This design comes from an exercise in tuning for small area on the open sky130 flow, not from production work. RTL that was checked went through simulation tests only; none was proved equivalent to the original. Power is estimated from default activity; no workload was simulated.

// px4led
module px4led (
    input  wire clk,
    input  wire rst_n,
    input  wire scl_i,
    input  wire sda_i,
    output wire sda_oe_o,
    input  wire tick_i,
    input  wire pwm_tick_i,
    output wire pwm_r_o,
    output wire pwm_g_o,
    output wire pwm_b_o,
    output wire hb_o
);
Size: about 340 cells after synthesis, about 0.0036 mm2 of cells after synthesis.
==> module px4led_protocol_engine, before the edit <==
module px4led_protocol_engine (
    input  wire       clk,
    input  wire       rst_n,
    input  wire       ev_rx_stop,
    input  wire       ev_rx_data,
    input  wire       ev_sla_w,
    input  wire       ev_tx_load,
    input  wire       tx_first,
    input  wire [7:0] rx_byte,
    output wire [7:0] tx_byte,
    output reg        ready,
    output wire       n_zero,
    output wire       do_colour,
    output wire       do_script,
    output wire       do_settings,
    output reg  [3:0] pb, pg, pr,
    output reg        vb, vg, vr,
    input  wire       load_reply,
    input  wire [5:0] reply0,
    input  wire [7:0] reply1
);
    localparam [1:0] K_OTHER = 2'd3, K_AUTO = 2'd1, K_SCRIPT = 2'd2, K_SETTINGS = 2'd0;
    reg [3:0] rx_len;
    reg       pm;
    reg [1:0] sel;
    wire [7:0] rb    = rx_byte;
    wire       take  = ev_rx_data & ~&rx_len;
    wire       first = (rx_len == 4'd0);
    wire [1:0] pcls  = (rb[7:2] == 6'b100000) ? rb[1:0] : 2'd0;
    wire [1:0] tgt   = (pm & ~first) ? (rx_len[0] ? sel : 2'd0)
                                     : ((rx_len[3:2] == 2'd0) ? rx_len[1:0] : 2'd0);
    always @(posedge clk) begin
        if (!rst_n)
            ready <= 1'b0;
        else
            ready <= ev_rx_stop;
    end
    always @(posedge clk) begin
        if (ev_sla_w)
            rx_len <= 4'd0;
        else if (take)
            rx_len <= rx_len + 4'd1;
    end
    always @(posedge clk) begin
        if (take) begin
            if (first) begin
                pm  <= (pcls != 2'd0);
                sel <= ((pcls != 2'd0) | (rb == 8'h01) | (rb == 8'hAA)) ? rb[1:0] :
                       (rb == 8'h84) ? K_SETTINGS : K_OTHER;
                vb  <= 1'b0;
                vg  <= 1'b0;
                vr  <= 1'b0;
            end else if (pm & ~rx_len[0]) begin
                sel <= pcls;
            end
            if (tgt == 2'd1) begin pb <= rb[3:0]; vb <= 1'b1; end
            if (tgt == 2'd2) begin pg <= rb[3:0]; vg <= 1'b1; end
            if (tgt == 2'd3) begin pr <= rb[3:0]; vr <= 1'b1; end
        end
    end
    wire n_ge2  = |rx_len[3:1];
    assign n_zero      = first;
    assign do_colour   = ready & ~first & (pm | ((sel == K_AUTO) & (rx_len == 4'd4)));
    assign do_script   = ready & ~first & ~pm & (sel == K_SCRIPT) & n_ge2;
    assign do_settings = ready & ~first & ~pm & (sel == K_SETTINGS) & n_ge2;
    reg [5:0] s0;
    reg [7:0] s1;
    reg [1:0] cur;
    wire       built = ~(cur[1] & cur[0]);
    wire [1:0] cur_e = (tx_first & built) ? 2'd0 : cur;
    assign tx_byte = (~cur_e[1] & ~cur_e[0]) ? {2'b00, s0} :
                     (~cur_e[1] &  cur_e[0]) ? s1 : 8'h00;
    always @(posedge clk) begin
        if (load_reply) begin
            s0 <= reply0;
            s1 <= reply1;
        end
    end
    always @(posedge clk) begin
        if (!rst_n)
            cur <= 2'b11;
        else if (ev_tx_load & built)
            cur <= {cur_e[0] | cur_e[1], ~cur_e[0] & ~cur_e[1]};
        else if (load_reply & ~built)
            cur <= 2'b00;
    end
endmodule
Settings: LEC_CHECK=0, CAP_MARGIN=20, CORE_MARGIN=2, CORE_UTILIZATION=65, PLACE_DENSITY=0.8, SLEW_MARGIN=20; clock period 10.0 ns.
standard.sh (not shown) runs the stock make flow with config.mk's settings and CLKGATE_MAP_FILE= SYNTH_SCRIPT=/design/flow/synth_recipe.tcl, a recipe that flattens the netlist after the stock synthesis.
==> flow/flow/run.sh <==
#!/bin/bash
# Layout flow: the standard layout (standard.sh) with these changes.
#  * Ports are buffered with sky130_fd_sc_hd__buf_1.
#  * Clock tree synthesis adds no dummy loads.
# Each step's full output goes to a log file in this folder; ORFS's own
# per-step logs are under orfs/logs/.
set -euo pipefail
W=$(pwd)

# synthesis script: synth_recipe.tcl sourcing a copy of ORFS's synth.tcl in
# which only the ABC script argument is replaced
sed "s|^  log_cmd abc {\*}\$abc_args|  lset abc_args 1 $W/flow/abc_area.script\n  log_cmd abc {*}\$abc_args|" \
    "$FLOW_HOME/scripts/synth.tcl" > "$W/synth_body_area.tcl"
grep -q "lset abc_args 1" "$W/synth_body_area.tcl"
sed "s|\$::env(SCRIPTS_DIR)/synth.tcl|$W/synth_body_area.tcl|" synth_recipe.tcl > "$W/synth_area.tcl"
grep -q "synth_body_area.tcl" "$W/synth_area.tcl"
sed "s|SYNTH_SCRIPT=[^ ]*|SYNTH_SCRIPT=$W/synth_area.tcl ADDER_MAP_FILE=|" standard.sh > "$W/standard_area.sh"
grep -q "synth_area.tcl ADDER_MAP_FILE=" "$W/standard_area.sh"

bash "$W/standard_area.sh" synth > "$W/synth.log" 2>&1

export CTS_ARGS="-sink_clustering_enable -repair_clock_nets -dont_use_dummy_load"
export BUFFER_PORTS_ARGS="-buffer_cell sky130_fd_sc_hd__buf_1"
bash standard.sh > "$W/layout.log" 2>&1
==> flow/flow/abc_area.script <==
&get -n
&st
&deepsyn -T 60
&dch
&nf -R 1000
&put
topo
The starting point ran to the end with no violations.
==> next run, changes <==
--- a/flow/design.v
+++ b/flow/design.v
@@ -147,28 +147,28 @@
     assign n_zero      = first;
     assign do_colour   = ready & ~first & (pm | ((sel == K_AUTO) & (rx_len == 4'd4)));
     assign do_script   = ready & ~first & ~pm & (sel == K_SCRIPT) & n_ge2;
     assign do_settings = ready & ~first & ~pm & (sel == K_SETTINGS) & n_ge2;
+    reg       tv;
     reg [5:0] s0;
     reg [7:0] s1;
     reg [1:0] cur;
-    wire       built = ~(cur[1] & cur[0]);
-    wire [1:0] cur_e = (tx_first & built) ? 2'd0 : cur;
-    assign tx_byte = (~cur_e[1] & ~cur_e[0]) ? {2'b00, s0} :
-                     (~cur_e[1] &  cur_e[0]) ? s1 : 8'h00;
+    wire [1:0] cur_e = tx_first ? 2'd0 : cur;
+    assign tx_byte = (tv & ~cur_e[1] & ~cur_e[0]) ? {2'b00, s0} :
+                     (tv & cur_e[0])             ? s1 : 8'h00;
+    always @(posedge clk) begin
+        if (!rst_n)
+            tv <= 1'b0;
+        else if (load_reply)
+            tv <= 1'b1;
+    end
     always @(posedge clk) begin
         if (load_reply) begin
             s0 <= reply0;
             s1 <= reply1;
         end
-    end
-    always @(posedge clk) begin
-        if (!rst_n)
-            cur <= 2'b11;
-        else if (ev_tx_load & built)
-            cur <= {cur_e[0] | cur_e[1], ~cur_e[0] & ~cur_e[1]};
-        else if (load_reply & ~built)
-            cur <= 2'b00;
+        if (ev_tx_load)
+            cur <= tv ? {cur_e[0] | cur_e[1], ~cur_e[0] & ~cur_e[1]} : cur_e;
     end
 endmodule
 module px4led_foreground (
     input  wire       clk,
Result:
- setup slack is worse by 7.9 ps
- synthesized cell count rises by 1.2%
- critical path depth falls by 9
- wire length falls by about 2.2%
- fmax stays flat
- total power falls by about 0.7%
- final cell count rises by about 0.9%
- final area rises by 0.88%
- die area rises by 0.90%
- via count rises by about 1%
- hold slack is better by 4.4 ps
- core utilization rises by 0.62 points
- sequential power is about the same
- sequential share of layout area rises by 0.54 points
Only the layout flow was run in the second run of this note; the RTL was not checked for function there.

==> re-timing with driven ports <==
The flow's constraints put no driver on any port. The routed layouts listed below were extracted and timed again, unchanged, in two steps. Step 1 sets driving cells, clkbuf_16 on the clock port and buf_2 on the other inputs (assumed; they add their load-dependent delay and slew). Step 2 moves the port delays by t, midway between the first and last clock arrival at a register: inputs arrive t later, outputs are due t later. That takes back most of the time a late clock gives input paths. Three values: no drivers, after step 1, after step 2; two values: the first two.
run	shift t [ns]	setup slack, ns	worst setup path at the end	worst data-port slew with drivers (ns)
the first run	0.367	6.473 / 6.473 / 6.411	input to register	0.03
the second run	0.376	6.465 / 6.435 / 6.584	input to register	0.03
After both steps setup and hold are still met in every run listed. The setup slack of the first run, which loses most, moves by 0.000 ns with the drivers and by -0.062 ns with both steps.
